From an optimization exercise on the open Yosys and OpenROAD flow, aimed at small area, a short achievable clock period and few clock cycles per item; shortcuts taken in it are not production practice. Only simulation tests tie the RTL to the original design; equivalence was not proved. Power figures rest on the tool's default switching activity, not on a simulated workload.

## cbus_rx
module cbus_rx (
    input  wire       clk,
    input  wire       rst,           
    input  wire       cfg_valid,
    input  wire [7:0] cfg_addr,
    input  wire       cfg_domain,    
    output wire       map_fault,
    input  wire       short_form,    
    input  wire       in_valid,
    input  wire [7:0] in_data,
    input  wire       in_last,
    output wire       in_ready,
    output wire       out_valid,
    input  wire       out_ready,
    output wire [2:0] out_type,
    output wire [7:0] out_ack_char,
    output wire       out_monitored,
    output wire       out_ok,
    output wire       out_domain,
    output wire [7:0] out_csum,
    output wire [5:0] out_len,
    output wire [3:0] out_nsubs,
    output wire [7:0] out_id,
    output wire [7:0] out_group,
    output wire [7:0] out_param,
    output wire       out_has_param
);
For scale: about 940 flip-flops, ~84 I/O pins, roughly 40000 um^2 of cells after synthesis.
clock: 10.0 ns
lec_check: 0
cap_margin: 20
core_margin: 2
core_utilization: 40
slew_margin: 20
standard.sh (not shown) runs the stock make flow with config.mk's settings and CLKGATE_MAP_FILE= SYNTH_SCRIPT=/design/flow/synth_recipe.tcl, a recipe that flattens the netlist after the stock synthesis.
==> flow/flow/run.sh <==
#!/bin/bash
# The standard layout (standard.sh: ORFS synthesis through final
# routing), with these changes to how the layout is made:
#  * ports are buffered with buf_4 instead of the resizer's default pick;
#  * the resizer may change a cell's footprint when it repairs timing;
#  * clock tree sinks are clustered in larger groups (fewer clock buffers).
# Make's full output goes to flow_make.log in this folder; each ORFS step
# keeps its own log under orfs/logs/.
set -euo pipefail
bash standard.sh SETUP_SLACK_MARGIN=6.0 \
    "BUFFER_PORTS_ARGS=-buffer_cell sky130_fd_sc_hd__buf_4" \
    MATCH_CELL_FOOTPRINT=0 \
    CTS_CLUSTER_SIZE=24 CTS_CLUSTER_DIAMETER=80 \
    finish > flow_make.log 2>&1
The starting point produced a clean layout.
Testbench counts at the start, summed over its fixed seeds: cycles 55,274, chars 54,986.
Rerun with:
--- a/flow/flow/run.sh
+++ b/flow/flow/run.sh
@@ -8,5 +8,5 @@
 # keeps its own log under orfs/logs/.
 set -euo pipefail
-bash standard.sh SETUP_SLACK_MARGIN=6.0 \
+bash standard.sh SETUP_SLACK_MARGIN=6.8 \
     "BUFFER_PORTS_ARGS=-buffer_cell sky130_fd_sc_hd__buf_4" \
     MATCH_CELL_FOOTPRINT=0 \
Settings changed: CORE_UTILIZATION 40 to 65.
Core utilization went up by 31 points.
Synthesized cell count does not change.
Worst setup slack improves by 100 ps.

* * *

cbus_rx again, from the RTL that the note above started with.
==> flow/design.v (excerpt) <==
module cbus_rx (
    input  wire       clk,
    input  wire       rst,           
    input  wire       cfg_valid,
    input  wire [7:0] cfg_addr,
    input  wire       cfg_domain,    
    output wire       map_fault,
    input  wire       short_form,    
    input  wire       in_valid,
    input  wire [7:0] in_data,
    input  wire       in_last,
    output wire       in_ready,
    output wire       out_valid,
    input  wire       out_ready,
    output wire [2:0] out_type,
    output wire [7:0] out_ack_char,
    output wire       out_monitored,
    output wire       out_ok,
    output wire       out_domain,
    output wire [7:0] out_csum,
    output wire [5:0] out_len,
    output wire [3:0] out_nsubs,
    output wire [7:0] out_id,
    output wire [7:0] out_group,
    output wire [7:0] out_param,
    output wire       out_has_param
);
    localparam [7:0] CH_CR          = 8'h0D;
    localparam [7:0] CH_LF          = 8'h0A;
    localparam [7:0] CH_STX         = 8'h5C;
    localparam [7:0] CH_ACK         = 8'h2E;
    localparam [7:0] CH_NAK         = 8'h23;
    localparam [7:0] CH_NAK_CORRUPT = 8'h24;
    localparam [7:0] CH_NAK_NOCLOCK = 8'h25;
    localparam [7:0] CH_NAK_TOOLONG = 8'h27;
    localparam [2:0] T_ACK          = 3'd0;
    localparam [2:0] T_NAK          = 3'd1;
    localparam [2:0] T_NAK_CORRUPT  = 3'd2;
    localparam [2:0] T_NAK_NOCLOCK  = 3'd3;
    localparam [2:0] T_NAK_TOOLONG  = 3'd4;
    localparam [2:0] T_FRAME        = 3'd5;
    localparam [2:0] T_SUB          = 3'd6;
    localparam [2:0] P_IDLE = 3'd0;
    localparam [2:0] P_STX  = 3'd1;
    localparam [2:0] P_ACKP = 3'd2;
    localparam [2:0] P_HIGH = 3'd3;
    localparam [2:0] P_LOW  = 3'd4;
    localparam [2:0] P_CR   = 3'd5;    
    localparam [3:0] W_CODE  = 4'd0;   
  ...
Settings: LEC_CHECK=0, CAP_MARGIN=10, CORE_MARGIN=2, CORE_UTILIZATION=40, GPL_ROUTABILITY_DRIVEN=0, SLEW_MARGIN=10; clock period 10.0 ns.
==> flow/flow/run.sh <==
#!/bin/bash
# The standard layout (standard.sh: ORFS synthesis through final
# routing), with these changes to how the layout is made:
#  * ports are buffered with buf_2 instead of the resizer's default pick;
#  * the resizer may change a cell's footprint when it repairs timing;
#  * clock tree sinks are clustered in larger groups (fewer clock buffers).
# Make's full output goes to flow_make.log in this folder; each ORFS step
# keeps its own log under orfs/logs/.
set -euo pipefail
bash standard.sh SETUP_SLACK_MARGIN=6.3 \
    "BUFFER_PORTS_ARGS=-buffer_cell sky130_fd_sc_hd__buf_2" \
    MATCH_CELL_FOOTPRINT=0 \
    CTS_CLUSTER_SIZE=24 CTS_CLUSTER_DIAMETER=80 \
    finish > flow_make.log 2>&1
The first run finished with timing, DRC and antenna clean.
Testbench counts at the start, summed over its fixed seeds: cycles 55,274, chars 54,986.
Then changed:
Settings changed: CAP_MARGIN 10 to 20, GPL_ROUTABILITY_DRIVEN 0 to not set, SLEW_MARGIN 10 to 20.
Result: The new run went through all stages and came out clean. Setup slack loses 0.017 ns. Wire length went down by about 0.54%. Utilization barely changes. Register-to-register slack is better by 0.02 ns. Sequential cell count is unchanged. Global-route usage stays the same. Area after synthesis is unchanged. Design area stays flat. Power barely changes. Via count drops by about 0.45%. Sequential share of layout area barely changes.
Then changed:
Settings changed: CAP_MARGIN 20 to 5, SLEW_MARGIN 20 to 5.
Sequential share of layout area hardly moves.
Worst setup slack gains 0.017 ns.
Count of clock-buffer cells in the layout does not change.
Global-route usage is unchanged.
Die area is unchanged.
Cell area hardly moves.
Routed wire length rose by 0.54%.
Area after synthesis does not change.
Power barely changes.
Then changed:
--- a/flow/flow/run.sh
+++ b/flow/flow/run.sh
@@ -3,3 +3,3 @@
 # routing), with these changes to how the layout is made:
-#  * ports are buffered with buf_2 instead of the resizer's default pick;
+#  * ports are buffered with buf_4 instead of the resizer's default pick;
 #  * the resizer may change a cell's footprint when it repairs timing;
@@ -10,3 +10,3 @@
 bash standard.sh SETUP_SLACK_MARGIN=6.3 \
-    "BUFFER_PORTS_ARGS=-buffer_cell sky130_fd_sc_hd__buf_2" \
+    "BUFFER_PORTS_ARGS=-buffer_cell sky130_fd_sc_hd__buf_4" \
     MATCH_CELL_FOOTPRINT=0 \
Settings changed: CAP_MARGIN 5 to 20, SLEW_MARGIN 5 to 20.
Sequential cell count does not change. Worst setup slack improves by 0.044 ns. Total power shrinks by 1.2%.

[what the ideal ports hide]
No port has a modelled driver above. Below, the same layouts with a new extraction and two added sets of constraints. Step 1, drivers: a clkbuf_16 drives clk and a buf_2 each remaining input, both assumed. Step 2, shift: input delay + t, output delay - t, t = (earliest + latest rising clock arrival at the registers) / 2. This alone moves slack from input paths to output paths. a / b / c = ideal / step 1 / step 2; a / b = the first two.
run	shift t [ns]	setup WS [ns]	worst slew at a driven data input, ns
the first run of note 1	0.706	6.053 / 6.044 / 5.399	0.14
the second run of note 1	0.693	6.156 / 6.165 / 5.493	0.13
the first run of note 2	0.714	6.158 / 6.195 / 5.481	0.15
the second run of note 2	0.712	6.140 / 6.167 / 5.455	0.15
the third run of note 2	0.714	6.158 / 6.195 / 5.481	0.15
the fourth run of note 2	0.720	6.202 / 6.218 / 5.513	0.14
After both steps setup and hold are still met in every run listed. The setup slack of the fourth run of note 2, which loses most, moves by +0.016 ns with the drivers and by -0.689 ns with both steps.
